This design comes from an exercise in tuning for small area, a short achievable clock period and few clock cycles on the open sky130 flow, not from production work. The RTL was checked by simulation tests, not by an equivalence proof against the original design. No activity file was given, so power comes from the tool's default toggle rates.

## v9
## autd3_cpu
module autd3_cpu (
    input  wire        clk,
    input  wire        rst,
    input  wire        frame_valid,
    input  wire        tick_valid,
    output wire        evt_ready,
    output reg  [6:0]  hdr_addr,
    input  wire [7:0]  hdr_data,
    output reg  [7:0]  bulk_addr,
    input  wire [15:0] bulk_data,
    output reg         bus_valid,
    output reg         bus_we,
    output reg  [2:0]  bus_bank,
    output reg  [13:0] bus_addr,
    output reg  [15:0] bus_wdata,
    input  wire        bus_ready,
    input  wire [15:0] bus_rdata,
    input  wire [63:0] dc_now,
    input  wire [63:0] dc_next_start,
    input  wire [63:0] dc_period,
    output reg  [15:0] tx_ack
);
Size: about 350 flip-flops, roughly 300 I/O pins.
export LEC_CHECK = 0
export CAP_MARGIN = 20
export CORE_MARGIN = 2
export CORE_UTILIZATION = 55
export CTS_BUF_LIST = sky130_fd_sc_hd__clkbuf_8
export CTS_CLUSTER_SIZE = 18
export PLACE_DENSITY = 0.7
export SETUP_SLACK_MARGIN = 5
export SLEW_MARGIN = 20
create_clock -name core_clock -period 9.0 [get_ports {clk}]
standard.sh (not shown) runs the stock make flow with config.mk's settings and CLKGATE_MAP_FILE= SYNTH_SCRIPT=/design/flow/synth_recipe.tcl, a recipe that flattens the netlist after the stock synthesis.
==> flow/flow/run.sh <==
#!/bin/bash
# Standard layout, with the port buffers made from sky130_fd_sc_hd__buf_1
# instead of the delay cell buffer_ports picks by default, and timing repair
# aiming at a setup slack of 5.8 ns.
set -euo pipefail
bash standard.sh "BUFFER_PORTS_ARGS=-buffer_cell sky130_fd_sc_hd__buf_1" SETUP_SLACK_MARGIN=5.8 finish > standard_flow.log 2>&1
Testbench counts of v9, summed over its fixed seeds: cycles 64,513.
The inputs of v15 differ from those of v9 as listed below.
- swapping 18 for 25 in CTS_CLUSTER_SIZE
- swapping 55 for 60 in CORE_UTILIZATION
- swapping 0.7 for 0.72 in PLACE_DENSITY
## What came out
- v9: done, clean on timing, DRC and antenna
- The flow did not stop early for v15: all stages ran, and the layout cleared the timing, DRC and antenna checks.
- Re non-clock buffer total of the final layout: v15 is about 2.3% up on v9.
- In the flow results for v15 and v9, the global-route wire length before repair is smaller on v9.
- In v15 the clock network latency to the later pin of the worst-skew pair turned out 0.04 ns lower than in v9.
Input changes introduced in v3 (baseline for comparison: v15):
- swapping 0.72 for 0.75 in PLACE_DENSITY
- swapping 60 for 55 in CORE_UTILIZATION
Results
Compared with v15, in v3 transition at the pin with the smallest max-transition slack up 0.16 ns, sequential share of layout area now sits at about the same level, count of buffers not belonging to the clock network in the layout decreased by 9 relative to the old numbers. Number of pins exceeding their max-slew limit in the final report: v3 vs v15 identical. Largest net degree at the start of global routing (v3 over v15): decrease, about 23%. On fraction of power consumed by sequential logic, the higher figure sits with v15, not v3. Against v15, worst slew slack as a fraction of its limit in v3 came out worse. v3: wire length lower than v15.
For v4, these inputs were changed with respect to v3:
- changing PLACE_DENSITY from 0.75 to 0.7
==> flow/flow/run.sh <==
#!/bin/bash
# Standard layout, with the port buffers made from sky130_fd_sc_hd__buf_1
# instead of the delay cell buffer_ports picks by default, and timing repair
# aiming at a setup slack of 5.85 ns.
set -euo pipefail
bash standard.sh "BUFFER_PORTS_ARGS=-buffer_cell sky130_fd_sc_hd__buf_1" SETUP_SLACK_MARGIN=5.85 finish > standard_flow.log 2>&1
--- outcome ---
- In v4 the implementation completed, yet the final layout does not meet the checks, the culprit being capacitance limit, slew limit.
- Path depth of the worst reg2reg path came out higher on v4 than on v3.
- From v4 to v3, synthesized area did not move at all.
- Against v3, the final cell area of v4 is higher.
- Of v3 and v4, the lower post-cts resize count belongs to v3.
- Looking at part of the total power dissipated in combinational logic, v4 sits 0.5 points above v3.
- Looking at cell with the largest stage delay on the worst path, the nor4_4 result is from v4; the o41a_1 one comes from v3.
- The setup slack of v4 is larger than that of v3.
- Summary of v4 over v3: number of clock buffers in the layout went up by 7; buffer and inverter count on the worst path went up by 2.


Another version of the RTL of autd3_cpu (not shown whole).
Size in the first run: about 350 flip-flops, ~300 I/O pins.
==> flow/design.v (excerpt) <==
module autd3_cpu (
    input  wire        clk,
    input  wire        rst,
    input  wire        frame_valid,
    input  wire        tick_valid,
    output wire        evt_ready,
    output reg  [6:0]  hdr_addr,
    input  wire [7:0]  hdr_data,
    output reg  [7:0]  bulk_addr,
    input  wire [15:0] bulk_data,
    output reg         bus_valid,
    output reg         bus_we,
    output reg  [2:0]  bus_bank,
    output reg  [13:0] bus_addr,
    output reg  [15:0] bus_wdata,
    input  wire        bus_ready,
    input  wire [15:0] bus_rdata,
    input  wire [63:0] dc_now,
    input  wire [63:0] dc_next_start,
    input  wire [63:0] dc_period,
    output reg  [15:0] tx_ack
);
export LEC_CHECK = 0
export CAP_MARGIN = 20
export CORE_MARGIN = 2
export CORE_UTILIZATION = 55
export PLACE_DENSITY = 0.7
export SETUP_SLACK_MARGIN = 5
export SLEW_MARGIN = 20
create_clock -name core_clock -period 9.0 [get_ports {clk}]
==> flow/flow/run.sh <==
#!/bin/bash
# Standard layout, with the port buffers made from sky130_fd_sc_hd__buf_1
# instead of the delay cell buffer_ports picks by default, and timing repair
# aiming at a setup slack of 5.6 ns.
set -euo pipefail
bash standard.sh "BUFFER_PORTS_ARGS=-buffer_cell sky130_fd_sc_hd__buf_1" SETUP_SLACK_MARGIN=5.6 finish > standard_flow.log 2>&1
Testbench counts at the start, summed over its fixed seeds: cycles 64,321.
Rerun with:
==> flow/flow/run.sh (replaced) <==
#!/bin/bash
# Standard layout, with the port buffers made from sky130_fd_sc_hd__buf_1
# instead of the delay cell buffer_ports picks by default, and timing repair
# aiming at a setup slack of 6.0 ns.
set -euo pipefail
bash standard.sh "BUFFER_PORTS_ARGS=-buffer_cell sky130_fd_sc_hd__buf_1" SETUP_SLACK_MARGIN=6.0 finish > standard_flow.log 2>&1
Settings changed: CORE_UTILIZATION 55 to 40, PLACE_DENSITY 0.7 to 0.6.
Setup slack gets better by 0.13 ns.
Total power rises by a few percent.
Non-clock buffer count rises by 76.
Sequential share of layout area falls by 2.7 points.
Global-route usage falls by 5.6 points.
Sequential power stays flat.
Cell count rises by a little under a tenth.
Core utilization falls by 15 points.
Synthesized area does not change.
Wire length rises by roughly a tenth.
Rerun with:
==> flow/flow/run.sh (replaced) <==
#!/bin/bash
# Standard layout, with the port buffers made from sky130_fd_sc_hd__buf_1
# instead of the delay cell buffer_ports picks by default, and timing repair
# aiming at a setup slack of 5.6 ns.
set -euo pipefail
bash standard.sh "BUFFER_PORTS_ARGS=-buffer_cell sky130_fd_sc_hd__buf_1" SETUP_SLACK_MARGIN=5.6 finish > standard_flow.log 2>&1
Settings changed: CORE_UTILIZATION 40 to 60, PLACE_DENSITY 0.6 to 0.72.
What happened:
- register-to-register slack loses 0.19 ns
- first-iteration DRC count is lower by 2.5%
- synthesized cell count does not change
- final cell count is lower by 10%
- global-route usage is higher by 8.9 points
- via count is lower by 2.2%
- sequential power stays flat
- cell area is lower by 7.7%
- routed wire length is lower by 8.9%
Rerun with:
Settings changed: CORE_UTILIZATION 60 to 40, PLACE_DENSITY 0.72 to 0.6.
Outcome:
- routed wire length grows by a few percent
- area after synthesis is unchanged
- power grows slightly
- worst hold slack gets better by 0.0042 ns
- cell area grows slightly
- cell count grows by a little under a tenth
- maximum frequency shrinks slightly

## what the ideal ports hide
How much do the figures lean on ideal ports? The routed layouts below were timed once more, with nothing changed but the port constraints.
Step 1 assumes that a clkbuf_16 drives the clock port and a buf_2 every other input.
Step 2 moves the port delays by t, midway between the first and last clock arrival at a register: inputs arrive t later, outputs are due t later. That takes back most of the time a late clock gives input paths.
a / b / c = ideal ports / drivers / drivers and shift; a / b = the first two.
| run | shift t [ns] | setup slack, ns | hold WS [ns] | latest minus earliest clock arrival (ns) | worst data-port slew with drivers (ns) |
|---|---|---|---|---|---|
| v9 | 0.695 | 5.737 / 5.737 / 5.166 | 0.407 / 0.407 / 0.407 | 0.059 / 0.058 | 0.06 |
| v15 | 0.647 | 5.712 / 5.712 / 5.105 | 0.372 / 0.372 / 0.372 | 0.060 / 0.060 | 0.07 |
| v3 | 0.670 | 5.656 / 5.656 / 5.100 | 0.412 / 0.412 / 0.412 | 0.052 / 0.051 | 0.09 |
| v4 | 0.677 | 5.727 / 5.743 / 5.066 | 0.406 / 0.406 / 0.406 | 0.040 / 0.040 | 0.10 |
| the first run of note 2 | 0.593 | 5.651 / 5.684 / 5.091 | 0.464 / 0.464 / 0.464 | 0.018 / 0.019 | 0.10 |
| the second run of note 2 | 0.631 | 5.779 / 5.813 / 5.181 | 0.477 / 0.477 / 0.477 | 0.037 / 0.037 | 0.08 |
| the third run of note 2 | 0.576 | 5.630 / 5.656 / 5.080 | 0.465 / 0.465 / 0.465 | 0.022 / 0.022 | 0.08 |
| the fourth run of note 2 | 0.610 | 5.612 / 5.629 / 5.019 | 0.469 / 0.469 / 0.469 | 0.026 / 0.026 | 0.08 |
For v4, which loses most, drivers alone change the setup slack by +0.016 ns; drivers and shift together by -0.661 ns.
